This is an optimization exercise on Yosys and OpenROAD, whose aim is small area, not a production implementation. In this exercise RTL edits were held to simulation tests only and were not proved equivalent to the original. In runs 4 to 6 the design's own scripts or RTL, not TritonCTS, make the clock network. No driver is modelled on the clock port, so clock power and skew are understated where the tree is cut down; a real chip needs a root buffer or a tree. No activity file was given, so power comes from the tool's default toggle rates.

### design/flow/config.mk
export PLATFORM = sky130hd
export DESIGN_NAME = i4004_dec
export DESIGN_NICKNAME = i4004_dec
export VERILOG_FILES = /design/flow/design.v
export SDC_FILE = /design/flow/constraint.sdc
export NUM_CORES = 4
export LEC_CHECK = 0
export CAP_MARGIN = 0
export CORE_MARGIN = 2
export CORE_UTILIZATION = 40
export CTS_BUF_LIST = sky130_fd_sc_hd__clkbuf_8
export GPL_TIMING_DRIVEN = 0
export SLEW_MARGIN = 0
### design/flow/constraint.sdc
create_clock -name core_clock -period 10.0 [get_ports {clk}]
set_input_delay 2.0000 -clock core_clock [delete_from_list [all_inputs] [get_ports {clk}]]
set_output_delay 2.0000 -clock core_clock [all_outputs]
set_load 0.01 [all_outputs]
### design/flow/design.v
module i4004_dec (
    input  wire        clk,
    input  wire        rst,           
    input  wire [7:0]  prog_byte,     
    input  wire [3:0]  din,           
    input  wire        test,          
    output wire [11:0] fetch_addr,    
    output wire        opcode_next,   
    output reg         ev_valid,      
    output reg         ev_write,      
    output wire [2:0]  ev_kind,       
    output wire [2:0]  ev_bank,       
    output wire [7:0]  ev_data,       
    output reg  [3:0]  acc,
    output reg         cy,
    output wire        fault
);
    localparam PH_START = 3'b000;
    localparam PH_FAULT = 3'b001;
    localparam PH_FIM   = 3'b010;
    localparam PH_FIN   = 3'b011;
    localparam PH_JCN   = 3'b100;
    localparam PH_ISZ   = 3'b101;
    localparam PH_JUN   = 3'b110;
    localparam PH_JMS   = 3'b111;
    reg [2:0]  phase;
    reg [3:0]  stash;
    reg [3:0]  ev_hi;              
    reg [11:0] pc;
    reg [3:0]  r [0:15];
    reg [11:0] stk [0:3];
    reg [7:0]  sp;                 
    reg [2:0]  bank;
    wire [3:0] opr = prog_byte[7:4];
    wire [3:0] opa = prog_byte[3:0];
    wire ph_start = (phase == PH_START);
    wire ph_pair  = (phase[2:1] == 2'b01);     
    wire ph_fin   = (phase == PH_FIN);
    wire ph_cond  = (phase[2:1] == 2'b10);     
    wire ph_far   = (phase[2:1] == 2'b11);     
    wire ph_jms   = (phase == PH_JMS);
    assign fault       = (phase == PH_FAULT);
    assign opcode_next = (phase[2:1] == 2'b00);
    assign fetch_addr  = {pc[11:8], ph_fin ? {r[0], r[1]} : pc[7:0]};
    function [11:0] inc12;
        input [11:0] x;
        input        ci;
        integer k;
        reg c;
        begin
            c = ci;
            for (k = 0; k < 12; k = k + 1) begin
                inc12[k] = x[k] ^ c;
                c = c & x[k];
            end
        end
    endfunction
    function [3:0] inc4;
        input [3:0] x;
        integer k;
        reg c;
        begin
            c = 1'b1;
            for (k = 0; k < 4; k = k + 1) begin
                inc4[k] = x[k] ^ c;
                c = c & x[k];
            end
        end
    endfunction
    function [7:0] updn8;
        input [7:0] x;
        input       up;
        integer k;
        reg c;
        begin
            c = 1'b1;
            for (k = 0; k < 8; k = k + 1) begin
                updn8[k] = x[k] ^ c;
                c = c & (x[k] ^ !up);
            end
        end
    endfunction
    function [4:0] add4;
        input [3:0] a;
        input [3:0] b;
        input       ci;
        integer k;
        reg c;
        begin
            c = ci;
            for (k = 0; k < 4; k = k + 1) begin
                add4[k] = a[k] ^ b[k] ^ c;
                c = (a[k] & b[k]) | (c & (a[k] ^ b[k]));
            end
            add4[4] = c;
        end
    endfunction
    reg [3:0] rd_e, rd_o;
    integer q;
    always @(*) begin
        rd_e = 4'd0;
        rd_o = 4'd0;
        for (q = 0; q < 8; q = q + 1) begin
            rd_e = rd_e | ({4{opa[3:1] == q[2:0]}} & r[2*q]);
            rd_o = rd_o | ({4{opa[3:1] == q[2:0]}} & r[2*q+1]);
        end
    end
    wire [3:0] rd = opa[0] ? rd_o : rd_e;
    wire illegal = (opr == 4'h0 && opa != 4'h0) || (prog_byte[7:1] == 7'b1111111);
    wire go      = ph_start && !illegal;
    wire i_jin   = (opr == 4'h3) &&  opa[0];
    wire i_src   = (opr == 4'h2) &&  opa[0];
    wire i_wr    = (opr == 4'hE) && !opa[3];
    wire i_incr  = (opr[3:1] == 3'b011);       
    wire i_xch   = (opr == 4'hB);
    wire i_bbl   = (opr == 4'hC);
    wire i_dcl   = (prog_byte == 8'hFD);
    wire sp_nz   = (sp != 8'd0);
    wire [1:0] sp_m1 = {sp[1] ~^ sp[0], !sp[0]};
    reg [2:0] ph_nx;
    always @(*) begin
        ph_nx = PH_START;
        if (fault) ph_nx = PH_FAULT;
        else if (ph_start) begin
            if (illegal) ph_nx = PH_FAULT;
            else case (opr)
                4'h1: ph_nx = PH_JCN;
                4'h2: ph_nx = opa[0] ? PH_START : PH_FIM;
                4'h3: ph_nx = opa[0] ? PH_START : PH_FIN;
                4'h4: ph_nx = PH_JUN;
                4'h5: ph_nx = PH_JMS;
                4'h7: ph_nx = PH_ISZ;
                default: ph_nx = PH_START;
            endcase
        end
    end
    always @(posedge clk) begin
        if (rst) phase <= PH_START;
        else     phase <= ph_nx;
    end
    wire st_rd = !opr[3] && opr[1] && (opr[2] || (!opr[0] && opa[0]));
    always @(posedge clk) begin
        stash    <= st_rd ? rd : opa;
        ev_hi    <= rd_e;
        ev_write <= opr[3];
        ev_valid <= !rst && go && (i_src || i_wr);
    end
    assign ev_kind = ev_write ? stash[2:0] : 3'd0;
    assign ev_data = ev_write ? {4'd0, acc} : {ev_hi, stash};
    assign ev_bank = bank;
    wire isz_nz   = (stash != 4'hF);
    wire jcn_take = ((stash[2] && acc == 4'd0) || (stash[1] && cy) || (stash[0] && !test)) ^ stash[3];
    wire take     = phase[0] ? isz_nz : jcn_take;
    wire hold = fault || ph_fin || (ph_start && illegal);
    wire [11:0] pci = inc12(pc, !hold);
    wire nr     = !rst;
    wire s_jin  = nr & ph_start & i_jin;
    wire s_bbl  = nr & ph_start & i_bbl & sp_nz;
    wire s_byte = nr & ((ph_cond & take) | ph_far);
    wire s_far  = nr & ph_far;
    wire s_ilo  = nr & !(s_jin | s_bbl | s_byte);
    wire s_ihi  = nr & !(s_bbl | s_far);
    wire [3:0] s_stk = {4{s_bbl}} & {sp_m1 == 2'd3, sp_m1 == 2'd2, sp_m1 == 2'd1, sp_m1 == 2'd0};
    wire [11:0] stk_sel = ({12{s_stk[0]}} & stk[0]) | ({12{s_stk[1]}} & stk[1]) |
                          ({12{s_stk[2]}} & stk[2]) | ({12{s_stk[3]}} & stk[3]);
    wire [11:0] pc_nx;
    assign pc_nx[7:0]  = stk_sel[7:0] | ({8{s_jin}} & {rd_e, rd}) |
                         ({8{s_byte}} & prog_byte) | ({8{s_ilo}} & pci[7:0]);
    assign pc_nx[11:8] = stk_sel[11:8] | ({4{s_far}} & stash) | ({4{s_ihi}} & pci[11:8]);
    always @(posedge clk) pc <= pc_nx;
    always @(posedge clk) begin
        if (ph_jms) stk[sp[1:0]] <= pci;
    end
    always @(posedge clk) begin
        if (rst)                                         sp <= 8'd0;
        else if (ph_jms || (ph_start && i_bbl && sp_nz)) sp <= updn8(sp, ph_jms);
    end
    always @(posedge clk) begin
        if (rst)                    bank <= 3'd0;
        else if (ph_start && i_dcl) bank <= acc[2:0];
    end
    wire [3:0] wd_s = i_xch ? acc : inc4(rd);
    wire [3:0] wd_e = rst ? 4'd0 : ph_pair ? prog_byte[7:4] : wd_s;
    wire [3:0] wd_o = rst ? 4'd0 : ph_pair ? prog_byte[3:0] : wd_s;
    wire       w_s  = ph_start && (i_incr || i_xch);
    genvar gi;
    generate
        for (gi = 0; gi < 16; gi = gi + 1) begin : g_r
            wire we = rst ||
                      (ph_pair && stash[3:1] == gi[3:1]) ||
                      (w_s && opa == gi[3:0]);
            always @(posedge clk) begin
                if (we) r[gi] <= gi[0] ? wd_o : wd_e;
            end
        end
    endgenerate
    wire o_89 = go & (opr[3:1] == 3'b100);       
    wire o_ab = go & (opr[3:1] == 3'b101);       
    wire o_cd = go & (opr[3:1] == 3'b110);       
    wire o_e  = go & (opr == 4'hE);
    wire o_f  = go & (opr == 4'hF);
    wire e_ar = o_e & opa[3] & !opa[2] & (opa[1] ~^ opa[0]);               
    wire e_rd = o_e & opa[3] & ((opa[1] ^ opa[0]) | opa[2]);               
    wire f_clb = o_f & (opa == 4'h0);
    wire f_clc = o_f & (opa == 4'h1);
    wire f_iac = o_f & (opa == 4'h2);
    wire f_cmc = o_f & (opa == 4'h3);
    wire f_cma = o_f & (opa == 4'h4);
    wire f_ral = o_f & (opa == 4'h5);
    wire f_rar = o_f & (opa == 4'h6);
    wire f_tcc = o_f & (opa == 4'h7);
    wire f_dac = o_f & (opa == 4'h8);
    wire f_tcs = o_f & (opa == 4'h9);
    wire f_stc = o_f & (opa == 4'hA);
    wire f_daa = o_f & (opa == 4'hB);
    wire f_kbp = o_f & (opa == 4'hC);
    wire daa_c = (acc[3] & (acc[2] | acc[1])) | cy;
    wire [3:0] a_src = (opr[3:1] == 3'b100) ? rd : (opr == 4'hE) ? din : {1'b0, opa[0], opa[0], 1'b0};
    wire       a_inv = (opr[3:1] == 3'b100) ? opr[0] : (opa[3] & !opa[0]);
    wire       a_cr  = (opr == 4'hF) ? !opa[0] : cy;
    wire [4:0] sum   = add4(acc, a_src ^ {4{a_inv}}, a_cr ^ a_inv);
    reg [3:0] kb;
    always @(*) begin
        case (acc)
            4'd0: kb = 4'd0;
            4'd1: kb = 4'd1;
            4'd2: kb = 4'd2;
            4'd4: kb = 4'd3;
            4'd8: kb = 4'd4;
            default: kb = 4'hF;
        endcase
    end
    wire s_sum  = o_89 | e_ar | f_iac | f_dac | (f_daa & daa_c);
    wire s_hold = !(s_sum | o_ab | o_cd | e_rd | f_clb | f_cma | f_ral | f_rar | f_tcc | f_tcs | f_kbp);
    wire [3:0] acc_nx =
        ({4{s_sum}}  & sum[3:0]) |
        ({4{o_ab}}   & rd) |
        ({4{o_cd}}   & opa) |
        ({4{e_rd}}   & din) |
        ({4{f_cma}}  & ~acc) |
        ({4{f_ral}}  & {acc[2:0], cy}) |
        ({4{f_rar}}  & {cy, acc[3:1]}) |
        ({4{f_tcc}}  & {3'd0, cy}) |
        ({4{f_tcs}}  & {1'b1, 1'b0, cy, !cy}) |
        ({4{f_kbp}}  & kb) |
        ({4{s_hold}} & acc);
    wire c_sum = o_89 | e_ar | f_iac | f_dac;
    wire c_clr = f_clb | f_clc | f_tcc | f_tcs;
    wire cy_nx = c_sum ? sum[4] :
                 (f_daa & daa_c) ? (cy | sum[4]) :
                 c_clr ? 1'b0 : f_cmc ? !cy : f_stc ? 1'b1 :
                 f_ral ? acc[3] : f_rar ? acc[0] : cy;
    always @(posedge clk) begin
        if (rst) begin
            acc <= 4'd0;
            cy  <= 1'b0;
        end else begin
            acc <= acc_nx;
            cy  <= cy_nx;
        end
    end
endmodule
### design/flow/flow/run.sh
#!/bin/bash
# Own layout flow: the standard flow (standard.sh) with two changes:
#  * synthesis maps the logic with an area-oriented ABC script (abc_area.script,
#    used in place of ORFS's abc_speed.script); everything else in synthesis,
#    including the registers, is the standard synthesis;
#  * the port buffers that global placement inserts are sky130_fd_sc_hd__buf_1.
# Each step's full output goes to a log file in this folder (and ORFS's own
# logs under orfs/logs).
set -euo pipefail
W=$(pwd)
mkdir -p sdir
cp -r "$FLOW_HOME"/scripts/. sdir/
cp flow/abc_area.script sdir/abc_speed.script
SCRIPTS_DIR="$W/sdir" bash standard.sh synth > synth.log 2>&1
BUFFER_PORTS_ARGS="-buffer_cell sky130_fd_sc_hd__buf_1" bash standard.sh > layout.log 2>&1
### design/flow/flow/abc_area.script
strash
dch -f
amap
### design/flow/standard.sh
#!/bin/bash
# synth_recipe.tcl (not shown) runs the flow's synth.tcl, then flattens the netlist and writes it again
# the make line also repeats each setting of config.mk as NAME=value (left out here)
make -C /OpenROAD-flow-scripts/flow DESIGN_CONFIG=/design/flow/config.mk WORK_HOME=/design/flow/orfs CLKGATE_MAP_FILE= SYNTH_SCRIPT=/design/flow/synth_recipe.tcl "${@:-finish}"
==> reports/qor.yml, run 1 <==
ff2ff_path_depth: 17
synth_cell_types: 41
insertedDiodeCount: 0
status: "timing/DRC/antenna clean"
final-hold-violation-count: 0
yosysSeqAreaShare_pct: 59.6
cts_buffers: 17
cts_num_sinks: 153
routed_wl_mm: 20.1
synth_compound_area_share_pct: 20.7
antenna_found_initial: 0
critPathCaptureType: "register"
yosysMostFrequentCell: "edfxtp_1"
fin_nets: 738
ant_nets: 0
place_ws_ps: 1830
tightest_slew_ps: 1360
die-area_sq_um: 18600
rrSetupSlack_ps: 5050
ioPinCount: 50
p_per_area_nw_per_um2: 177
path_clk_slew_ps: 90
gp_congestion: 0.931
finalSetupViolations: 0
fin_setup_tns_ps: 0
maxCapViolCount: 0
synthAdderAreaFrac_pct: 4.17
ys_ff_latch: 153
slew_viol_final: 0
grt_remaining_overflow: 0
grt_pass1_vias: 5348
chipHeight_microns: 137
dp_hpwl_mm: 15.0
port_buffers: 49
hold_depth: 2
hold_path_class: "reg2reg"
rows: 48
syn-cell-area_sq_um: 7030
syn2layout_area_growth_pct: 13.5
syn_inst: 630
grt_max_degree: 25
crit_type: "in2reg"
fmax_mhz: 127
via_per_inst: 6.11
ctsResizeCount: 0
p_leak_nw: 2.68
synthFlopType: "edfxtp_1"
async_flop_share_pct: 0
yosysTopAreaCellShare_pct: 47.9
clock_path_buffers: 2
synth_top_family_by_area: "compound AO/OA/AOI/OAI gates"
first_pass_iters: 6
path_max_fanout: 9
timing.final.ws_setup_ps: 2160
wire_per_inst_microns: 21.4
synth_xor_area_share_pct: 0
rsz0062_at_grt: "false"
startpoint_type: "primary input"
ir_drop_v: 0.000127
drcViolationCount: 0
arrival_ps: 8160
period_needed_ps: 7840
finalCritPeriodShare_pct: 78.4
slew_headroom_pct: 8.73
die_x_microns: 137
track_usage_pct: 22.2
hold_buffers: 0
required_ps: 10310
drt_iter0_drc: 738
htreeDepth: 4
cts-root-buf: "clkbuf_8"
start_util_pct: 40.8
skew_ps: 15.5
vias: 5741
syn_nets: 666
drive_gt1_share_pct: 6.43
avgSynthCellArea_sq_um: 11.2
n_fill_cell: 1601
cts_tree: "built"
whs_ps: 462
yosys.area_share.simple_pct: 11.4
synthMuxAreaShare_pct: 0
grt_pass1_wl_mm: 30.6
post_cts_buffers: 0
yosys.area.top_type: "edfxtp_1"
synth-edff-count: 112
utilization_pct: 46.2
ys_warn_count: 2
synth_common_cells: "112 x edfxtp_1, 83 x nor2_1, 70 x clkinv_1"
core_sq_um: 17200
clk_latency_ps: 470
synth_area_leaders: "edfxtp_1 48%, dfxtp_1 12%, nor2_1 4.4%, a222oi_1 4.1%, clkinv_1 3.7%"
## path summary, 6_finish.rpt
| kind | start | endpoint |
|---|---|---|
| min reg2reg | stk[1][11] | pc[11] |
| min | stk[1][11] | pc[11] |
| max | prog_byte[3] | acc[2] |
| max reg2reg | r[0][0] | acc[2] |
## critical path: stages
cell,delay [ps]
buf_1,340
clkinv_1,410
nor2_1,380
clkinv_1,200
nor2_1,700
a222oi_1,240
a32oi_1,720
clkinv_1,310
o21ai_0,260
nand2_1,70
o21ai_0,130
fa_1,210
clkinv_1,80
fa_1,410
fa_1,460
a222oi_1,260
o21ai_0,160
a2111oi_0,490
o221a_1,270
nor2_1,40
## per-stage QoR
step                area, sq um  power [W]  cells
finish                     7970    0.00141    940
global route               7970    0.00147    940
CTS                        7970    0.00142    940
detailed placement         7570   0.000955    908
global placement           7490   0.000951    904
floorplan                  7030   0.000879    630
## layer usage
metal  track usage [%]  wire, microns
met1              29.7           8520
met4              8.10            533
met2              35.6           9650
met5                 0              0
met3              5.00           1400
## state kept, by name, indices dropped and copies added (netlist names)
signal / flops
phase: 3
stk: 48
ev_hi: 4
ev_write: 1
r: 64
bank: 3
acc: 4
stash: 4
ev_valid: 1
cy: 1
pc: 12
sp: 8
## logic make-up after synthesis
family	after synthesis
buffers and inverters	74
AO/OA/AOI/OAI	196
AND/OR/NAND/NOR	186
flip-flops	153
adder cells (fa/ha/maj)	21
## placed cells by master, fill, tap and decap left out, types with 13 or more instances in the layout
master    instances
dfxtp_1          41
nand2_1          45
a221oi_1         13
ha_1             17
a222oi_1         29
nor3_1           19
edfxtp_1        112
clkbuf_8         17
buf_1            49
a21oi_1          23
o22ai_1          20
clkinv_1         70
nor2_1           83
o21ai_0          29
## power by group
part / switching (W) / internal [W]
sequential: 0.0000231 / 0.000736
clock: 0.000277 / 0.000190
combinational: 0.000129 / 0.0000566
## area by class of cell
cell class,instances,area (sq um),area share [%]
multi-input combinational,403,2580,32.4
sequential,153,4180,52.5
clock buffer,17,234,2.94
tap,225,282,3.53
timing repair buffer,53,229,2.87
buffer,4,30.0,0.377
clock inverter,15,170,2.13
inverter,70,263,3.30
==> run 2: changes to the inputs <==
==> design/flow/config.mk (replaced) <==
export PLATFORM = sky130hd
export DESIGN_NAME = i4004_dec
export DESIGN_NICKNAME = i4004_dec
export VERILOG_FILES = /design/flow/design.v
export SDC_FILE = /design/flow/constraint.sdc
export NUM_CORES = 4
export LEC_CHECK = 0
export CAP_MARGIN = 20
export CORE_MARGIN = 2
export CORE_UTILIZATION = 40
export CTS_BUF_LIST = sky130_fd_sc_hd__clkbuf_8
export SLEW_MARGIN = 20
==> reports/qor.yml, run 2 <==
grt_max_degree: 25  # unchanged
maxCapViolCount: 0  # unchanged
dpl_cell_area_sq_um: 7550  # -0.18%
ys_warn_count: 2  # unchanged
hold_buffers: 0  # unchanged
finalSetupViolations: 0  # unchanged
whs_ps: 457  # -5.17 ps
arrival_ps: 7660  # -500 ps
chipHeight_microns: 137  # unchanged
hold_path_class: "reg2reg"
finalCritPeriodShare_pct: 73.3  # -5.2 points
critPathCaptureType: "register"
cts_buffers: 17  # unchanged
grt_use_met1_pct: 30.2  # +0.53 points
htreeDepth: 4  # unchanged
first_pass_iters: 6  # unchanged
cp_num_buf_inv: 5  # unchanged
rsz0062_at_grt: "false"
layout_common_cells: "112 x edfxtp_1, 82 x nor2_1, 72 x clkinv_1, 49 x buf_1, 45 x nand2_1"
p_leak_nw: 2.67  # -0.44%
track_usage_pct: 22.8  # +0.61 points
drive_gt1_share_pct: 6.00  # -0.44 points
rrSetupSlack_ps: 5220  # +170 ps
syn-cell-area_sq_um: 7030  # unchanged
yosys.area.top_type: "edfxtp_1"
cp_top_family: "compound AO/OA/AOI/OAI gates"
cts_num_sinks: 153  # unchanged
period_needed_ps: 7330  # -517 ps
post_cts_buffers: 0  # unchanged
final_area_sq_um: 7930  # -0.50%
startpoint_type: "primary input"
fin_setup_tns_ps: 0  # unchanged
syn_inst: 630  # unchanged
tightest_slew_ps: 917  # -440 ps
path_clk_slew_ps: 90  # about the same
synth_area_leaders: "edfxtp_1 48%, dfxtp_1 12%, nor2_1 4.4%, a222oi_1 4.1%, clkinv_1 3.7%"
antenna_found_initial: 0  # unchanged
timing.final.ws_setup_ps: 2670  # +517 ps
synthFlopType: "edfxtp_1"
die_x_microns: 137  # unchanged
clk_latency_ps: 450  # -20 ps
synth-edff-count: 112  # unchanged
ant_nets: 0  # unchanged
yosysTopAreaCellShare_pct: 47.9  # unchanged
place_ws_ps: 2390  # +552 ps
ctsResizeCount: 0  # unchanged
fin_nets: 740  # +0.27%
timing.rr.end: "acc[2]"
dp_hpwl_mm: 15.2  # +1.7%
syn2layout_area_growth_pct: 12.9
crit_type: "in2reg"
avgSynthCellArea_sq_um: 11.2  # unchanged
synth_common_cells: "112 x edfxtp_1, 83 x nor2_1, 70 x clkinv_1"
grt_pass1_vias: 5540  # +3.6%
skew_ps: 12.6  # -2.85 ps
cpMostUsedCell: "clkinv_1"
worstPathCellList: "buf_1, clkinv_1, nor2_1, clkinv_1, nor2_1, a222oi_1, a32oi_1, clkinv_1, o21ai_0, nand2_1, o21ai_0, fa_1, clkinv_1, fa_1, fa_1, a222oi_1, o21ai_0, a2111oi_0, o221a_1, nor2_1"
ys_ff_latch: 153  # unchanged
final-hold-violation-count: 0  # unchanged
yosysMostFrequentCell: "edfxtp_1"
synth_cell_types: 41  # unchanged
async_flop_share_pct: 0  # unchanged
yosysSeqAreaShare_pct: 59.6  # unchanged
final_common_cell: "edfxtp_1"
p_per_area_nw_per_um2: 177  # about the same
grt_remaining_overflow: 0  # unchanged
grt_pass1_wl_mm: 31.5  # +3.1%
core_sq_um: 17200  # unchanged
ff2ff_path_depth: 17  # unchanged
ioPinCount: 50  # unchanged
regArea_sq_um: 4180  # unchanged
hold_path_end: "pc[8]"
required_ps: 10330  # +20 ps
clock_path_buffers: 2  # unchanged
slew_headroom_pct: 38.1  # +29 points
cts_tree: "built"
drcViolationCount: 0  # unchanged
grt.met3_usage_pct: 5.30  # +0.30 points
port_buffers: 49  # unchanged
hold_depth: 2  # unchanged
vias: 5802  # +1.1%
syn_nets: 666  # unchanged
drt_iter0_drc: 946  # +28%
largest_register: "r"
largest_reg_flops: 64  # unchanged
slew_viol_final: 0  # unchanged
global_route.usage.met2_pct: 36.7  # +1.2 points
status: "timing/DRC/antenna clean"
r2r_start: "r[0][0]"
gp_congestion: 0.942  # +1.3%
critPathMaxStageDelay_ps: 740  # +20 ps
min_from: "stk[1][8]"
rows: 48  # unchanged
cts-root-buf: "clkbuf_8"
routed_wl_mm: 20.8  # +3.5%
insertedDiodeCount: 0  # unchanged
busiest_layer: "met2"
multi_input_area_sq_um: 2570  # -0.48%
die-area_sq_um: 18600  # unchanged
cp_slowest_cell: "a32oi_1"
n_fill_cell: 1577  # -1.5%
path_max_fanout: 9  # unchanged
fmax_mhz: 136  # +7.1%
via_per_inst: 6.16  # +0.85%
wire_per_inst_microns: 22.1  # +3.3%
start_util_pct: 40.8  # unchanged
ir_drop_v: 0.000101  # -21%
==> run 2: cell count changes in the layout (fill, tap and decap cells not counted), sizes merged <==
| cell | before | now |
|---|---|---|
| buf | 57 | 59 |
| bufinv | 0 | 1 |
| clkinv | 77 | 75 |
| clkinvlp | 0 | 2 |
| inv | 8 | 7 |
==> run 2: area by class of cell <==
type	instances	area share, %
clock inverters	15	1.80
well taps	225	3.55
repair buffers	59	3.27
flip-flops and latches	153	52.8
multi-input cells	403	32.4
clock buffers	17	2.95
inverters	70	3.31
==> run 2: worst max-delay path by stage <==
stage,cells after the start,end,start,slack [ps]
floorplan,22,acc[2],prog_byte[2],3940
global placement,20,acc[2],prog_byte[3],2620
detailed placement,20,acc[2],prog_byte[3],2390
CTS,20,acc[2],prog_byte[3],2870
global route,23,acc[2],prog_byte[2],2130
finish,20,acc[2],prog_byte[3],2670
==> run 2: power by group <==
part	leakage (nW)	internal (W)	total [W]	switching (W)
sequential	1.46	0.000736	0.000762	0.0000254
combinational	1.02	0.0000578	0.000188	0.000130
clock	0.189	0.000202	0.000454	0.000252
total	2.67	0.000996	0.00140	0.000407
==> run 2: worst register-to-register path: cells and delay by family, from the launching register on <==
family | cells | cell delay [ps]
AOI/OAI and AO/OA | 10 | 2740
adders and majority gates | 3 | 1110
DFF | 1 | 430
buffers and inverters | 2 | 250
and+or+nand+nor | 2 | 140
==> run 2: kinds of logic after synthesis <==
kind of cell | synth area share, %
simple gates | 11.4
buf+inv | 4.17
compound gates | 20.7
fa+ha+maj | 4.17
flops | 59.6
==> run 2: metal layers <==
metal	share of wire, %	up-vias
met2	47	317
met5	0	-
met1	42	2800
li1	-	2632
met3	7.6	53
met4	2.8	0
==> run 2: stage by stage <==
step	total power [W]	instances	util [%]
floorplan	0.000879	630	-
global placement	0.000961	910	43.8
detailed placement	0.000959	910	43.8
CTS	0.00141	942	46.0
global route	0.00146	942	46.0
finish	0.00140	942	46.0
==> run 3: changes to the inputs <==
--- a/design/flow/config.mk
+++ b/design/flow/config.mk
@@ -7,6 +7,6 @@
 export LEC_CHECK = 0
 export CAP_MARGIN = 20
 export CORE_MARGIN = 2
-export CORE_UTILIZATION = 40
+export CORE_UTILIZATION = 65
 export CTS_BUF_LIST = sky130_fd_sc_hd__clkbuf_8
 export SLEW_MARGIN = 20
==> reports/qor.yml, run 3 <==
drive_gt1_share_pct: 6.01  # +0.0084 points
track_usage_pct: 38.6  # +16 points
yosys.area.top_type: "edfxtp_1"
syn_inst: 630  # unchanged
clk_latency_ps: 460  # about the same
core_sq_um: 10400  # -40%
hold_buffers: 0  # unchanged
syn-cell-area_sq_um: 7030  # unchanged
cp_slowest_cell: "nor2_1"
min_from: "stk[2][10]"
fin_setup_tns_ps: 0  # unchanged
dp_hpwl_mm: 15.1  # -0.55%
ioPinCount: 50  # unchanged
whs_ps: 480  # +23.3 ps
die_x_microns: 108  # -21%
hold_depth: 2  # unchanged
synth-edff-count: 112  # unchanged
hold_path_end: "pc[10]"
utilization_pct: 75.5  # +29 points
die-area_sq_um: 11700  # -37%
wire_per_inst_microns: 24.9  # +13%
crit_type: "in2reg"
drcViolationCount: 0  # unchanged
final-hold-violation-count: 0  # unchanged
ff2ff_path_depth: 17  # unchanged
start_util_pct: 67.4  # +27 points
status: "timing/DRC/antenna clean"
ys_warn_count: 2  # unchanged
tightest_slew_ps: 991  # +74.5 ps
finalSetupViolations: 0  # unchanged
required_ps: 10330  # about the same
clock_path_buffers: 2  # unchanged
yosysTopAreaCellShare_pct: 47.9  # unchanged
cts-root-buf: "clkbuf_8"
htreeDepth: 4  # unchanged
rows: 37  # -23%
layout_common_cells: "112 x edfxtp_1, 82 x nor2_1, 71 x clkinv_1, 49 x buf_1, 45 x nand2_1"
rrSetupSlack_ps: 4960  # -260 ps
slew_headroom_pct: 33.7  # -4.4 points
critPathCaptureType: "register"
post_cts_buffers: 0  # unchanged
fin_nets: 739  # -0.14%
port_buffers: 49  # unchanged
avgSynthCellArea_sq_um: 11.2  # unchanged
p_per_area_nw_per_um2: 186  # +5.0%
fmax_mhz: 130  # -4.9%
grt_pass1_wl_mm: 32.8  # +4.0%
worstPathCellList: "buf_1, clkinv_1, nor2_1, clkinv_1, nor2_1, a221oi_1, a32oi_1, clkinv_1, o21ai_0, nand2_1, o21ai_0, fa_1, clkinv_1, fa_1, fa_1, a222oi_1, o21ai_0, a2111oi_0, o221a_1, nor2_1"
finalCritPeriodShare_pct: 77.0  # +3.7 points
syn2layout_area_growth_pct: 11.9
maxCapViolCount: 0  # unchanged
routed_wl_mm: 21.2  # +1.9%
grt_max_degree: 25  # unchanged
vias: 6096  # +5.1%
timing.rr.end: "acc[2]"
synthFlopType: "edfxtp_1"
skew_ps: 15.6  # +3.00 ps
first_pass_iters: 9  # +3
insertedDiodeCount: 0  # unchanged
hold_path_class: "reg2reg"
cts_tree: "built"
largest_register: "r"
syn_nets: 666  # unchanged
path_clk_slew_ps: 80  # about the same
slew_viol_final: 0  # unchanged
grt_pass1_vias: 5826  # +5.2%
n_fill_cell: 700  # -56%
ctsResizeCount: 0  # unchanged
cpMostUsedCell: "clkinv_1"
synth_cell_types: 41  # unchanged
arrival_ps: 8030  # +370 ps
ant_nets: 0  # unchanged
ys_ff_latch: 153  # unchanged
cts_num_sinks: 153  # unchanged
largest_reg_flops: 64  # unchanged
cts_buffers: 17  # unchanged
final_common_cell: "edfxtp_1"
startpoint_type: "primary input"
grt_remaining_overflow: 0  # unchanged
rsz0062_at_grt: "false"
synth_common_cells: "112 x edfxtp_1, 83 x nor2_1, 70 x clkinv_1"
gp_congestion: 1.02  # +8.2%
via_per_inst: 7.15  # +16%
drt_iter0_drc: 1078  # +14%
r2r_start: "r[0][0]"
ir_drop_v: 0.000121  # +20%
period_needed_ps: 7700  # +375 ps
antenna_found_initial: 0  # unchanged
yosysSeqAreaShare_pct: 59.6  # unchanged
yosysMostFrequentCell: "edfxtp_1"
p_leak_nw: 2.69  # +0.69%
critPathMaxStageDelay_ps: 710  # -30 ps
chipHeight_microns: 108  # -21%
async_flop_share_pct: 0  # unchanged
path_max_fanout: 9  # unchanged
synth_area_leaders: "edfxtp_1 48%, dfxtp_1 12%, nor2_1 4.4%, a222oi_1 4.1%, clkinv_1 3.7%"
==> run 3: cell types whose count changed in the layout (fill, tap and decap cells not counted), sizes merged <==
| cell | before | now |
|---|---|---|
| clkinv | 75 | 73 |
| buf | 59 | 58 |
| inv | 7 | 6 |
| clkbuf | 17 | 18 |
| bufinv | 1 | 3 |
==> run 3: report_power, final <==
part           internal [W]  switching, W
clock              0.000260      0.000246
sequential         0.000737     0.0000271
combinational     0.0000576      0.000134
==> run 3: cells by family after synthesis <==
| group | share of synthesized area (%) |
|---|---|
| compound gates | 20.7 |
| fa+ha+maj | 4.17 |
| flops | 59.6 |
| buf+inv | 4.17 |
| simple gates | 11.4 |
==> run 3: worst max path at each step <==
stage	depth (start not counted)	endpoint	from	slack, ps
finish	20	acc[2]	prog_byte[3]	2300
global route	20	acc[2]	prog_byte[3]	1980
CTS	20	acc[2]	prog_byte[3]	2540
detailed placement	20	acc[2]	prog_byte[3]	2100
global placement	20	acc[2]	prog_byte[3]	2250
floorplan	22	acc[2]	prog_byte[2]	3940
==> run 3: layout make-up <==
class | count | area, sq um | area share (%)
Clock inverter | 14 | 184 | 2.34
Multi-Input combinational cell | 403 | 2560 | 32.6
Inverter | 70 | 263 | 3.34
Timing Repair Buffer | 58 | 251 | 3.20
Clock buffer | 18 | 248 | 3.15
Sequential cell | 153 | 4180 | 53.2
Tap cell | 136 | 170 | 2.16
==> run 3: stage by stage <==
stage / total power, W / setup WS, ps / cell area (sq um) / cells
6_report: 0.00146 / 2300 / 7860 / 852
5_1_grt: 0.00150 / 1980 / 7860 / 852
4_1_cts: 0.00145 / 2540 / 7860 / 852
3_5_place_dp: 0.000958 / 2100 / 7430 / 820
3_3_place_gp: 0.000950 / 2250 / 7430 / 820
2_1_floorplan: 0.000879 / 3940 / 7030 / 630
==> run 3: metal layers <==
layer | vias to the layer above | GRT usage [%] | wire, microns
li1 | 2618 | - | -
met2 | 553 | 59.4 | 9770
met3 | 102 | 10.1 | 2720
met5 | - | 0 | 0
met1 | 2823 | 51.7 | 7780
met4 | 0 | 17.9 | 951
==> run 3: critical path, delay by kind of cell <==
kind                     cells  cell delay (ps)
AO/OA/AOI/OAI                8             2480
buffers and inverters        5             1270
AND/OR/NAND/NOR              4             1160
adder cells (fa/ha/maj)      3             1110
==> run 4: changes to the inputs <==
--- a/design/flow/design.v
+++ b/design/flow/design.v
@@ -143,7 +143,7 @@
         stash    <= st_rd ? rd : opa;
         ev_hi    <= rd_e;
         ev_write <= opr[3];
-        ev_valid <= !rst && go && (i_src || i_wr);
+        ev_valid <= !rst && ph_start && (i_src || i_wr);
     end
     assign ev_kind = ev_write ? stash[2:0] : 3'd0;
     assign ev_data = ev_write ? {4'd0, acc} : {ev_hi, stash};
@@ -194,11 +194,11 @@
             end
         end
     endgenerate
-    wire o_89 = go & (opr[3:1] == 3'b100);       
-    wire o_ab = go & (opr[3:1] == 3'b101);       
-    wire o_cd = go & (opr[3:1] == 3'b110);       
-    wire o_e  = go & (opr == 4'hE);
-    wire o_f  = go & (opr == 4'hF);
+    wire o_89 = ph_start & (opr[3:1] == 3'b100);       
+    wire o_ab = ph_start & (opr[3:1] == 3'b101);       
+    wire o_cd = ph_start & (opr[3:1] == 3'b110);       
+    wire o_e  = ph_start & (opr == 4'hE);
+    wire o_f  = ph_start & (opr == 4'hF);
     wire e_ar = o_e & opa[3] & !opa[2] & (opa[1] ~^ opa[0]);               
     wire e_rd = o_e & opa[3] & ((opa[1] ^ opa[0]) | opa[2]);               
     wire f_clb = o_f & (opa == 4'h0);
==> design/flow/flow/run.sh (replaced) <==
#!/bin/bash
# Own layout flow: the standard flow (standard.sh) with three changes:
#  * synthesis maps the logic with an area-oriented ABC script (abc_area.script,
#    used in place of ORFS's abc_speed.script); everything else in synthesis,
#    including the registers, is the standard synthesis;
#  * the port buffers that global placement inserts are sky130_fd_sc_hd__buf_1;
#  * the clock tree is built by clock_tree.tcl (sourced before ORFS's CTS
#    step): the clock port drives one root clock buffer, which drives a few
#    clock buffers, each driving one balanced cluster of registers; the rest
#    of ORFS's CTS step (legalisation, timing repair) runs as usual.
# Each step's full output goes to a log file in this folder (and ORFS's own
# logs under orfs/logs).
set -euo pipefail
W=$(pwd)
mkdir -p sdir
cp -r "$FLOW_HOME"/scripts/. sdir/
cp flow/abc_area.script sdir/abc_speed.script
SCRIPTS_DIR="$W/sdir" bash standard.sh synth > synth.log 2>&1
export BUFFER_PORTS_ARGS="-buffer_cell sky130_fd_sc_hd__buf_1"
export PRE_CTS_TCL="$W/flow/clock_tree.tcl"
export CTS_M_N=6
export CTS_M_ROOT=sky130_fd_sc_hd__clkbuf_8
export CTS_M_BUF=sky130_fd_sc_hd__clkbuf_16
bash standard.sh > layout.log 2>&1
==> design/flow/flow/abc_area.script (replaced) <==
strash
&get -n
&deepsyn -T 60
&put
dc2
dc2
dch -f
amap
==> design/flow/flow/clock_tree.tcl (new file) <==
# Manual clock tree: the clock port drives CTS_M_N clock buffers; each drives
# the registers of one cluster (k-means on register positions). Replaces
# clock_tree_synthesis for this step.
set nbuf [expr {[info exists ::env(CTS_M_N)] ? $::env(CTS_M_N) : 4}]
set bufm [expr {[info exists ::env(CTS_M_BUF)] ? $::env(CTS_M_BUF) : "sky130_fd_sc_hd__clkbuf_16"}]
set db [ord::get_db]
set block [[$db getChip] getBlock]
set clknet [$block findNet clk]
set sinks {}
foreach it [$clknet getITerms] {
  set inst [$it getInst]
  set bb [$inst getBBox]
  lappend sinks [list $it [expr {([$bb xMin] + [$bb xMax]) / 2.0}] [expr {([$bb yMin] + [$bb yMax]) / 2.0}]]
}
set n [llength $sinks]
# initial centres: spread along sorted x then y
set cx {}; set cy {}
set sx [lsort -real -index 1 $sinks]
for {set k 0} {$k < $nbuf} {incr k} {
  set s [lindex $sx [expr {int(($k + 0.5) * $n / $nbuf)}]]
  lappend cx [lindex $s 1]; lappend cy [lindex $s 2]
}
# balanced k-means: assign each sink to the nearest centre with room
set cap [expr {int(ceil(double($n) / $nbuf))}]
for {set iter 0} {$iter < 30} {incr iter} {
  set pairs {}
  set i 0
  foreach s $sinks {
    for {set k 0} {$k < $nbuf} {incr k} {
      set d [expr {abs([lindex $s 1] - [lindex $cx $k]) + abs([lindex $s 2] - [lindex $cy $k])}]
      lappend pairs [list $d $i $k]
    }
    incr i
  }
  set pairs [lsort -real -index 0 $pairs]
  set assign [lrepeat $n -1]
  set cnt [lrepeat $nbuf 0]
  foreach p $pairs {
    lassign $p d i k
    if {[lindex $assign $i] >= 0} continue
    if {[lindex $cnt $k] >= $cap} continue
    lset assign $i $k
    lset cnt $k [expr {[lindex $cnt $k] + 1}]
  }
  set sumx [lrepeat $nbuf 0.0]; set sumy [lrepeat $nbuf 0.0]
  set i 0
  foreach s $sinks {
    set k [lindex $assign $i]
    lset sumx $k [expr {[lindex $sumx $k] + [lindex $s 1]}]
    lset sumy $k [expr {[lindex $sumy $k] + [lindex $s 2]}]
    incr i
  }
  for {set k 0} {$k < $nbuf} {incr k} {
    if {[lindex $cnt $k] > 0} {
      lset cx $k [expr {[lindex $sumx $k] / [lindex $cnt $k]}]
      lset cy $k [expr {[lindex $sumy $k] / [lindex $cnt $k]}]
    }
  }
}
set master [$db findMaster $bufm]
# optional root buffer between the clock port and the cluster buffers
set rootm [expr {[info exists ::env(CTS_M_ROOT)] ? $::env(CTS_M_ROOT) : ""}]
set srcnet $clknet
if {$rootm ne ""} {
  set sx 0.0; set sy 0.0
  for {set k 0} {$k < $nbuf} {incr k} { set sx [expr {$sx + [lindex $cx $k]}]; set sy [expr {$sy + [lindex $cy $k]}] }
  set rinst [odb::dbInst_create $block [$db findMaster $rootm] "clkbuf_m_root"]
  $rinst setLocation [expr {int($sx / $nbuf)}] [expr {int($sy / $nbuf)}]
  $rinst setPlacementStatus PLACED
  set srcnet [odb::dbNet_create $block "clknet_m_root"]
  $srcnet setSigType CLOCK
  [$rinst findITerm A] connect $clknet
  [$rinst findITerm X] connect $srcnet
}
for {set k 0} {$k < $nbuf} {incr k} {
  set inst [odb::dbInst_create $block $master "clkbuf_m_$k"]
  $inst setLocation [expr {int([lindex $cx $k])}] [expr {int([lindex $cy $k])}]
  $inst setPlacementStatus PLACED
  set net [odb::dbNet_create $block "clknet_m_$k"]
  $net setSigType CLOCK
  [$inst findITerm A] connect $srcnet
  [$inst findITerm X] connect $net
  set nets($k) $net
}
set i 0
foreach s $sinks {
  set it [lindex $s 0]
  $it disconnect
  $it connect $nets([lindex $assign $i])
  incr i
}
$clknet setSigType CLOCK
puts "manual clock tree: $nbuf x $bufm for $n sinks"
rename clock_tree_synthesis _orfs_clock_tree_synthesis
proc clock_tree_synthesis {args} {
  set_propagated_clock [all_clocks]
}
--- a/design/flow/config.mk
+++ b/design/flow/config.mk
@@ -8,5 +8,4 @@
 export CAP_MARGIN = 20
 export CORE_MARGIN = 2
 export CORE_UTILIZATION = 65
-export CTS_BUF_LIST = sky130_fd_sc_hd__clkbuf_8
 export SLEW_MARGIN = 20
==> reports/qor.yml, run 4 <==
drt_iter0_drc: 1040  # -3.5%
post_cts_buffers: 0  # unchanged
die-area_sq_um: 11500  # -1.2%
crit_type: "in2reg"
track_usage_pct: 35.5  # -3.1 points
critPathMaxStageDelay_ps: 640  # -70 ps
vias: 5828  # -4.4%
finalSetupViolations: 0  # unchanged
grt_max_degree: 27  # +8.0%
dp_hpwl_mm: 14.9  # -1.4%
fmax_mhz: 146  # +12%
rows: 37  # unchanged
yosysSeqAreaShare_pct: 60.3  # +0.76 points
final_area_sq_um: 7470  # -5.0%
final-hold-violation-count: 0  # unchanged
path_clk_slew_ps: 120  # +40 ps
p_per_area_nw_per_um2: 167  # -10%
n_fill_cell: 732  # +4.6%
ioPinCount: 50  # unchanged
ys_ff_latch: 153  # unchanged
syn-cell-area_sq_um: 6940  # -1.3%
insertedDiodeCount: 0  # unchanged
syn_inst: 621  # -1.4%
fin_nets: 716  # -3.1%
grt.met3_usage_pct: 7.57  # -2.6 points
grt_pass1_vias: 5501  # -5.6%
clk_latency_ps: 440  # -20 ps
slew_headroom_pct: 17.7  # -16 points
hold_buffers: 0  # unchanged
first_pass_iters: 8  # -1
status: "timing/DRC/antenna clean"
antenna_found_initial: 0  # unchanged
yosysTopAreaCellShare_pct: 48.5  # +0.61 points
hold_path_class: "reg2reg"
final_common_cell: "edfxtp_1"
wire_per_inst_microns: 25.0  # +0.62%
busiest_layer: "met2"
yosysMostFrequentCell: "edfxtp_1"
final_cells: 814  # -4.5%
ff2ff_path_depth: 18  # +1
startpoint_type: "primary input"
die_x_microns: 107  # -0.61%
drive_gt1_share_pct: 2.21  # -3.8 points
finalCritPeriodShare_pct: 68.5  # -8.5 points
tightest_slew_ps: 1230  # +235 ps
ctsResizeCount: 0  # unchanged
cp_slowest_cell: "nor2_1"
fin_setup_tns_ps: 0  # unchanged
required_ps: 10310  # -20 ps
dp_cells: 807  # -1.6%
power.total_w: 0.00125  # -14%
ir_drop_v: 0.000153  # +26%
ys_warn_count: 2  # unchanged
largest_reg_flops: 64  # unchanged
r2r_start: "phase[1]"
grt_remaining_overflow: 0  # unchanged
routed_wl_mm: 20.4  # -3.9%
drcViolationCount: 0  # unchanged
port_buffers: 49  # unchanged
p_leak_nw: 2.49  # -7.3%
yosys.area.top_type: "edfxtp_1"
core_sq_um: 10300  # -0.89%
syn2layout_area_growth_pct: 7.68
slew_viol_final: 0  # unchanged
cpMostUsedCell: "clkinv_1"
async_flop_share_pct: 0  # unchanged
startpoint: "prog_byte[3]"
synthFlopType: "edfxtp_1"
chipHeight_microns: 107  # -0.61%
synth_area_leaders: "edfxtp_1 48%, dfxtp_1 12%, clkinv_1 4.9%, nor2_1 4.4%, a222oi_1 4.3%"
avgSynthCellArea_sq_um: 11.2  # +0.17%
syn_nets: 657  # -1.4%
rsz0062_at_grt: "false"
grt_pass1_wl_mm: 31.0  # -5.5%
skew_ps: 30.9  # +15.3 ps
min_from: "sp[7]"
critPathCaptureType: "register"
arrival_ps: 7160  # -870 ps
via_per_inst: 7.16  # about the same
grt_use_met1_pct: 48.8  # -3.0 points
period_needed_ps: 6850  # -849 ps
layout_common_cells: "112 x edfxtp_1, 90 x clkinv_1, 79 x nor2_1, 49 x buf_1, 47 x o21ai_0"
dpl_cell_area_sq_um: 7300  # -1.7%
synth_common_cells: "112 x edfxtp_1, 90 x clkinv_1, 82 x nor2_1"
path_max_fanout: 11  # +2
hold_depth: 2  # unchanged
largest_register: "r"
worstPathCellList: "buf_1, clkinv_1, nor2_1, clkinv_1, nor2_1, a222oi_1, o2111ai_1, clkinv_1, a32oi_1, clkinv_1, o22ai_1, o21ai_0, fa_1, fa_1, clkinv_1, fa_1, clkinv_1, fa_1, o221ai_1"
ant_nets: 0  # unchanged
global_route.usage.met2_pct: 58.0  # -1.4 points
gp_congestion: 1.02  # about the same
utilization_pct: 72.4  # -3.1 points
synth-edff-count: 112  # unchanged
synth_cell_types: 40  # -2.4%
maxCapViolCount: 0  # unchanged
start_util_pct: 67.2  # -0.26 points
==> run 4: cell count changes in the layout (fill, tap and decap cells not counted), sizes merged, moves of 11 or more <==
cell	before	now
o21ai	29	47
clkinv	73	90
nor3	25	9
o221ai	5	16
nand2	45	30
clkbuf	18	7
==> run 4: logic make-up (layout without fill, tap and decap cells) <==
kind of cell,Yosys count,count (layout),share of synthesized area (%)
DFF,153,153,60.3
AOI/OAI and AO/OA,201,201,20.8
and+or+nand+nor,152,152,9.34
adders and majority gates,21,21,4.22
buffers and inverters,94,151,5.30
==> run 4: cell type report <==
class                           instances  area (sq um)  area share (%)
Multi-Input combinational cell        374          2390            32.0
Sequential cell                       153          4180            56.0
Timing Repair Buffer                   54           221            2.96
Tap cell                              136           170            2.28
Inverter                               90           338            4.52
Buffer                                  7           164            2.19
==> run 4: critical path, delay by kind of cell <==
| kind | cells | cell delay [ps] |
|---|---|---|
| buffers and inverters | 7 | 1510 |
| adders and majority gates | 4 | 1460 |
| AOI/OAI and AO/OA | 6 | 1290 |
| and+or+nand+nor | 2 | 890 |
==> run 4: path summary, 6_finish.rpt <==
path | endpoint | slack [ps]
worst min register to register | sp[7] | 470
worst max-delay path | acc[3] | 3150
worst min-delay path | sp[7] | 470
worst max register to register | pc[10] | 5120
==> run 4: through the flow <==
stage / hold WS [ps] / setup WS [ps]
after global placement: 439 / 3160
after detailed placement: 451 / 2830
after floorplan: 431 / 4300
after CTS: 467 / 3300
final: 469 / 3150
after global routing: 502 / 2890
==> run 4: per-layer routing <==
layer	vias up	wire length (microns)
met5	-	0
met4	0	623
met3	65	2540
met2	481	9690
met1	2761	7540
li1	2521	-
==> run 4: power breakdown <==
part	total (W)	switching [W]	internal (W)
Sequential	0.000766	0.0000277	0.000738
Clock	0.000303	0.000185	0.000117
Combinational	0.000180	0.000130	0.0000503
==> run 5: changes to the inputs <==
--- a/design/flow/config.mk
+++ b/design/flow/config.mk
@@ -5,7 +5,7 @@
 export SDC_FILE = /design/flow/constraint.sdc
 export NUM_CORES = 4
 export LEC_CHECK = 0
-export CAP_MARGIN = 20
+export CAP_MARGIN = 0
 export CORE_MARGIN = 2
 export CORE_UTILIZATION = 65
-export SLEW_MARGIN = 20
+export SLEW_MARGIN = 0
==> reports/qor.yml, run 5 <==
layout_common_cells: "112 x edfxtp_1, 90 x clkinv_1, 82 x nor2_1, 49 x buf_1, 47 x o21ai_0"
syn_nets: 657  # unchanged
chipHeight_microns: 107  # unchanged
place_ws_ps: 2870  # +40.5 ps
slew_headroom_pct: 8.39  # -9.3 points
drcViolationCount: 0  # unchanged
gp_congestion: 1.02  # unchanged
rsz0062_at_grt: "false"
skew_ps: 16.4  # -14.5 ps
drive_gt1_share_pct: 1.62  # -0.59 points
drt_iter0_drc: 1220  # +17%
worstPathCellList: "buf_1, clkinv_1, nor2_1, clkinv_1, nor2_1, a222oi_1, o21ai_0, a2111oi_0, buf_4, o22ai_1, ha_1, ha_1, nor2_1, a21oi_1, a221oi_1, a211oi_1"
core_sq_um: 10300  # unchanged
syn_inst: 621  # unchanged
fmax_mhz: 144  # -1.4%
startpoint_type: "primary input"
dpl_cell_area_sq_um: 7290  # -0.10%
synth_area_leaders: "edfxtp_1 48%, dfxtp_1 12%, clkinv_1 4.9%, nor2_1 4.4%, a222oi_1 4.3%"
power.share.sequential_pct: 61.6  # +0.3 points
period_needed_ps: 6950  # +95.6 ps
maxCapViolCount: 0  # unchanged
dp_hpwl_mm: 14.7  # -1.4%
start_util_pct: 67.2  # unchanged
die-area_sq_um: 11500  # unchanged
critPathCaptureType: "register"
required_ps: 10020  # -290 ps
grt_remaining_overflow: 0  # unchanged
finalSetupViolations: 0  # unchanged
p_per_area_nw_per_um2: 167  # -0.13%
cp_num_buf_inv: 4  # -3
hold_buffers: 0  # unchanged
ir_drop_v: 0.000144  # -6.2%
yosysTopAreaCellShare_pct: 48.5  # unchanged
path_max_fanout: 11  # unchanged
rows: 37  # unchanged
switching_power_w: 0.000339  # -1.2%
slew_viol_final: 0  # unchanged
status: "timing/DRC/antenna clean"
ctsResizeCount: 0  # unchanged
crit_type: "in2reg"
critPathMaxStageDelay_ps: 1080  # +440 ps
grt_max_degree: 27  # unchanged
ys_warn_count: 2  # unchanged
cpMostUsedCell: "nor2_1"
p_int_w: 0.000906  # about the same
cp_top_family: "compound AO/OA/AOI/OAI gates"
die_x_microns: 107  # unchanged
whs_ps: 465  # -3.74 ps
via_per_inst: 7.17  # +0.19%
final-hold-violation-count: 0  # unchanged
syn-cell-area_sq_um: 6940  # unchanged
yosysSeqAreaShare_pct: 60.3  # unchanged
hold_path_class: "reg2reg"
finalCritPeriodShare_pct: 69.5  # +0.96 points
yosys.area.top_type: "edfxtp_1"
yosysMostFrequentCell: "edfxtp_1"
post_cts_buffers: 0  # unchanged
comb_power_share_pct: 14.6  # +0.2 points
async_flop_share_pct: 0  # unchanged
largest_register: "r"
final_area_sq_um: 7450  # -0.20%
grt_pass1_vias: 5461  # -0.73%
wire_per_inst_microns: 25.2  # +0.44%
first_pass_iters: 9  # +1
vias: 5832  # +0.069%
synth_cell_types: 40  # unchanged
fin_setup_tns_ps: 0  # unchanged
timing.final.ws_setup_ps: 3050  # -95.6 ps
synthFlopType: "edfxtp_1"
final_common_cell: "edfxtp_1"
clk_latency_ps: 420  # -20 ps
tightest_slew_ps: 1370  # +139 ps
synth-edff-count: 112  # unchanged
synth_common_cells: "112 x edfxtp_1, 90 x clkinv_1, 82 x nor2_1"
syn2layout_area_growth_pct: 7.47
ant_nets: 0  # unchanged
path_clk_slew_ps: 110  # about the same
p_leak_nw: 2.49  # -0.19%
insertedDiodeCount: 0  # unchanged
cp_slowest_cell: "a211oi_1"
ioPinCount: 50  # unchanged
antenna_found_initial: 0  # unchanged
ys_ff_latch: 153  # unchanged
power.total_w: 0.00124  # -0.33%
port_buffers: 49  # unchanged
grt_pass1_wl_mm: 30.8  # -0.76%
routed_wl_mm: 20.5  # +0.31%
fin_nets: 715  # -0.14%
p_clk_share_pct: 23.8  # -0.4 points
switching_share_pct: 27.2  # -0.25 points
track_usage_pct: 35.6  # +0.12 points
arrival_ps: 6970  # -190 ps
largest_reg_flops: 64  # unchanged
avgSynthCellArea_sq_um: 11.2  # unchanged
-- run 5: cell counts after synthesis --
No cell type changed its count.
-- run 5: power by group through the flow --
stage	registers, W	clock network, W	logic [W]
3_3_place_gp	0.000777	0	0.000169
5_1_grt	0.000768	0.000311	0.000195
4_1_cts	0.000764	0.000292	0.000174
6_report	0.000766	0.000297	0.000182
2_1_floorplan	0.000766	0	0.000107
3_5_place_dp	0.000778	0	0.000172
-- run 5: cells by family after synthesis --
logic type	count (synthesis)	synth area share, %
AO/OA/AOI/OAI	201	20.8
flip-flops	153	60.3
AND/OR/NAND/NOR	152	9.34
buffers and inverters	94	5.30
adder cells (fa/ha/maj)	21	4.22
-- run 5: worst paths after layout --
check / from / end / slack (ps) / depth (start not counted)
worst max register to register: phase[1] / pc[10] / 4870 / 18
worst min-delay path: sp[7] / sp[7] / 460 / 2
worst max-delay path: prog_byte[3] / r[11][3] / 3050 / 16
worst min register to register: sp[7] / sp[7] / 460 / 2
-- run 5: cell type report --
class	instances	area (sq um)
plain buffers	7	164
fillers	714	2870
inverters	90	338
multi-input cells	374	2380
flip-flops and latches	153	4180
well taps	136	170
repair buffers	53	214
-- run 5: tightest hold or removal path, stage by stage (launching register included) --
cell and delay [ps]:
dfxtp_1 330, clkinv_1 50, a21oi_1 50
-- run 5: routing by layer --
| layer | share of wire, % | wire length (microns) | global-route usage, % | up-vias |
|---|---|---|---|---|
| li1 | - | - | - | 2524 |
| met1 | 36 | 7420 | 48.1 | 2708 |
| met2 | 47 | 9550 | 58.6 | 497 |
| met3 | 12 | 2460 | 6.36 | 103 |
| met4 | 5.0 | 1030 | 12.2 | 0 |
| met5 | 0 | 0 | 1.43 | - |
-- run 5: through the flow --
stage	instances	util, %
final	813	72.2
after floorplan	621	-
after detailed placement	806	70.6
after CTS	813	72.2
after global placement	806	70.6
after global routing	813	72.2
==> run 6: changes to the inputs <==
--- a/design/flow/design.v
+++ b/design/flow/design.v
@@ -143,7 +143,7 @@
         stash    <= st_rd ? rd : opa;
         ev_hi    <= rd_e;
         ev_write <= opr[3];
-        ev_valid <= !rst && ph_start && (i_src || i_wr);
+        ev_valid <= !rst && go && (i_src || i_wr);
     end
     assign ev_kind = ev_write ? stash[2:0] : 3'd0;
     assign ev_data = ev_write ? {4'd0, acc} : {ev_hi, stash};
@@ -194,11 +194,11 @@
             end
         end
     endgenerate
-    wire o_89 = ph_start & (opr[3:1] == 3'b100);       
-    wire o_ab = ph_start & (opr[3:1] == 3'b101);       
-    wire o_cd = ph_start & (opr[3:1] == 3'b110);       
-    wire o_e  = ph_start & (opr == 4'hE);
-    wire o_f  = ph_start & (opr == 4'hF);
+    wire o_89 = go & (opr[3:1] == 3'b100);       
+    wire o_ab = go & (opr[3:1] == 3'b101);       
+    wire o_cd = go & (opr[3:1] == 3'b110);       
+    wire o_e  = go & (opr == 4'hE);
+    wire o_f  = go & (opr == 4'hF);
     wire e_ar = o_e & opa[3] & !opa[2] & (opa[1] ~^ opa[0]);               
     wire e_rd = o_e & opa[3] & ((opa[1] ^ opa[0]) | opa[2]);               
     wire f_clb = o_f & (opa == 4'h0);
==> design/flow/flow/abc_area.script (replaced) <==
strash
dch -f
amap
--- a/design/flow/config.mk
+++ b/design/flow/config.mk
@@ -5,7 +5,8 @@
 export SDC_FILE = /design/flow/constraint.sdc
 export NUM_CORES = 4
 export LEC_CHECK = 0
-export CAP_MARGIN = 0
+export CAP_MARGIN = 20
 export CORE_MARGIN = 2
 export CORE_UTILIZATION = 65
-export SLEW_MARGIN = 0
+export CTS_BUF_LIST = sky130_fd_sc_hd__clkbuf_8
+export SLEW_MARGIN = 20
==> reports/qor.yml, run 6 <==
status: "timing/DRC/antenna clean"
critPathCaptureType: "register"
antenna_found_initial: 0  # unchanged
period_needed_ps: 7760  # +807 ps
dp_cells: 820  # +1.7%
post_cts_buffers: 0  # unchanged
syn2layout_area_growth_pct: 8.09
crit_type: "in2reg"
insertedDiodeCount: 0  # unchanged
fmax_mhz: 129  # -10%
yosysTopAreaCellShare_pct: 47.9  # -0.61 points
async_flop_share_pct: 0  # unchanged
ant_nets: 0  # unchanged
cp_top_family: "compound AO/OA/AOI/OAI gates"
fin_setup_tns_ps: 0  # unchanged
grt_remaining_overflow: 0  # unchanged
synth_cell_types: 41  # +2.5%
finalSetupViolations: 0  # unchanged
track_usage_pct: 35.7  # +0.097 points
cp_slowest_cell: "nor2_1"
ioPinCount: 50  # unchanged
die_x_microns: 108  # +0.62%
via_per_inst: 7.22  # +0.72%
largest_reg_flops: 64  # unchanged
startpoint_type: "primary input"
yosysMostFrequentCell: "edfxtp_1"
synthFlopType: "edfxtp_1"
clk_latency_ps: 420  # about the same
die-area_sq_um: 11700  # +1.2%
slew_viol_final: 0  # unchanged
grt_max_degree: 27  # unchanged
worstPathCellList: "buf_1, clkinv_1, nor2_1, clkinv_1, nor2_1, a221oi_1, a32oi_1, clkinv_1, o21ai_0, nand2_1, o21ai_0, fa_1, clkinv_1, fa_1, fa_1, a222oi_1, o21ai_0, a2111oi_0, o221a_1, nor2_1"
path_clk_slew_ps: 100  # about the same
arrival_ps: 8070  # +1100 ps
fin_nets: 729  # +2.0%
final-hold-violation-count: 0  # unchanged
synth_area_leaders: "edfxtp_1 48%, dfxtp_1 12%, nor2_1 4.4%, a222oi_1 4.1%, clkinv_1 3.7%"
dp_hpwl_mm: 15.1  # +2.9%
maxCapViolCount: 0  # unchanged
power.total_w: 0.00125  # +0.39%
rows: 37  # unchanged
synth_common_cells: "112 x edfxtp_1, 83 x nor2_1, 70 x clkinv_1"
ys_warn_count: 2  # unchanged
ys_ff_latch: 153  # unchanged
path_max_fanout: 9  # -2
grt_pass1_vias: 5599  # +2.5%
layout_common_cells: "112 x edfxtp_1, 82 x nor2_1, 70 x clkinv_1, 49 x buf_1, 45 x nand2_1"
p_leak_nw: 2.56  # +2.9%
ctsResizeCount: 0  # unchanged
slew_headroom_pct: 32.5  # +24 points
core_sq_um: 10400  # +0.90%
vias: 5975  # +2.5%
final_common_cell: "edfxtp_1"
first_pass_iters: 9  # unchanged
critPathMaxStageDelay_ps: 720  # -360 ps
syn-cell-area_sq_um: 7030  # +1.3%
yosys.area.top_type: "edfxtp_1"
hold_path_class: "reg2reg"
p_per_area_nw_per_um2: 165  # -1.4%
port_buffers: 49  # unchanged
finalCritPeriodShare_pct: 77.6  # +8.1 points
hold_buffers: 0  # unchanged
yosysSeqAreaShare_pct: 59.6  # -0.76 points
cp_num_buf_inv: 5  # +1
grt_pass1_wl_mm: 31.5  # +2.4%
syn_nets: 666  # +1.4%
n_fill_cell: 733  # +2.7%
drcViolationCount: 0  # unchanged
largest_register: "r"
gp_congestion: 1.02  # about the same
syn_inst: 630  # +1.4%
wire_per_inst_microns: 24.6  # -2.0%
skew_ps: 11.4  # -4.98 ps
avgSynthCellArea_sq_um: 11.2  # -0.17%
drive_gt1_share_pct: 2.75  # +1.1 points
drt_iter0_drc: 965  # -21%
rsz0062_at_grt: "false"
cpMostUsedCell: "clkinv_1"
final_cells: 827  # +1.7%
ir_drop_v: 0.000148  # +3.0%
tightest_slew_ps: 1010  # -356 ps
routed_wl_mm: 20.4  # -0.34%
synth-edff-count: 112  # unchanged
chipHeight_microns: 108  # +0.62%
required_ps: 10310  # +290 ps
start_util_pct: 67.4  # +0.26 points
run 6: where the power goes:
part / switching (W) / internal, W / total [W]
Sequential: 0.0000263 / 0.000736 / 0.000763
Clock: 0.000180 / 0.000117 / 0.000297
Combinational: 0.000132 / 0.0000575 / 0.000190
run 6: path summary, 6_finish.rpt:
kind,from,end,slack [ps],cells past startpoint
setup / recovery,prog_byte[3],acc[2],2240,20
hold / removal,stk[1][9],pc[9],470,2
setup reg to reg,r[0][0],acc[2],5090,17
hold reg to reg,stk[1][9],pc[9],470,2
run 6: worst register-to-register path: stages (launching register included):
cell and delay [ps]:
edfxtp_1 430, a222oi_1 330, nand2_1 100, a221o_1 260, a221oi_1 430, a32oi_1 350
clkinv_1 200, o21ai_0 130, o21ai_0 210, fa_1 210, clkinv_1 90, fa_1 420
fa_1 460, a222oi_1 280, o21ai_0 170, a2111oi_0 430, o221a_1 260, nor2_1 40
run 6: stage by stage:
step	instance area [sq um]	setup WS (ps)	hold WS (ps)	util, %
after CTS	7590	2530	472	72.9
after global routing	7590	1900	494	72.9
after global placement	7430	2250	435	71.3
after detailed placement	7430	2100	451	71.3
after floorplan	7030	3940	431	-
final	7590	2240	467	72.9
run 6: logic make-up after synthesis:
logic type	synth area share [%]
compound gates	20.7
simple gates	11.4
flops	59.6
buf+inv	4.17
fa+ha+maj	4.17
run 6: cell type report:
| cell class | count | area, sq um | share of cell area (%) |
|---|---|---|---|
| multi-input cells | 403 | 2560 | 33.7 |
| flip-flops and latches | 153 | 4180 | 55.1 |
| well taps | 136 | 170 | 2.24 |
| plain buffers | 7 | 164 | 2.16 |
| repair buffers | 58 | 251 | 3.31 |
| inverters | 70 | 263 | 3.46 |
run 6: metal layers:
metal | vias up | GRT usage, % | share of wire, %
li1 | 2593 | - | -
met1 | 2794 | 51.0 | 38
met2 | 497 | 58.2 | 47
met3 | 91 | 4.58 | 12
met4 | 0 | 10.4 | 4.2
met5 | - | 0 | 0

re-timing with driven ports:
In the flow no input, the clock included, has a driving cell. The finished layouts below were timed again as built, in two steps. Step 1 (the two cells are an assumption about what drives the block):
set clk [get_ports {clk}]
set_driving_cell -lib_cell sky130_fd_sc_hd__clkbuf_16 $clk
set_driving_cell -lib_cell sky130_fd_sc_hd__buf_2 [delete_from_list [all_inputs] $clk]
Step 2 also shifts input and output timing later by t, the mid clock arrival at the registers, as if the neighbouring blocks saw the same clock. Three values: ideal, step 1, step 2; two values: the first two.
run	t (ns)	setup WS [ns]	hold slack, ns	worst setup path at the end
run 1	0.504	2.157 / 2.174 / 1.670	0.462 / 0.462 / 0.462	input to register
run 2	0.481	2.673 / 2.680 / 2.199	0.457 / 0.457 / 0.457	input to register
run 3	0.484	2.298 / 2.301 / 1.817	0.480 / 0.480 / 0.480	input to register
run 4	0.461	3.147 / 3.160 / 2.700	0.469 / 0.469 / 0.469	input to register
run 5	0.445	3.052 / 3.063 / 2.618	0.465 / 0.465 / 0.465	input to register
run 6	0.455	2.244 / 2.254 / 1.799	0.467 / 0.467 / 0.467	input to register
After both steps every run listed still meets setup and hold. The setup slack of run 1, which loses most, moves by +0.017 ns with the drivers and by -0.487 ns with both steps.
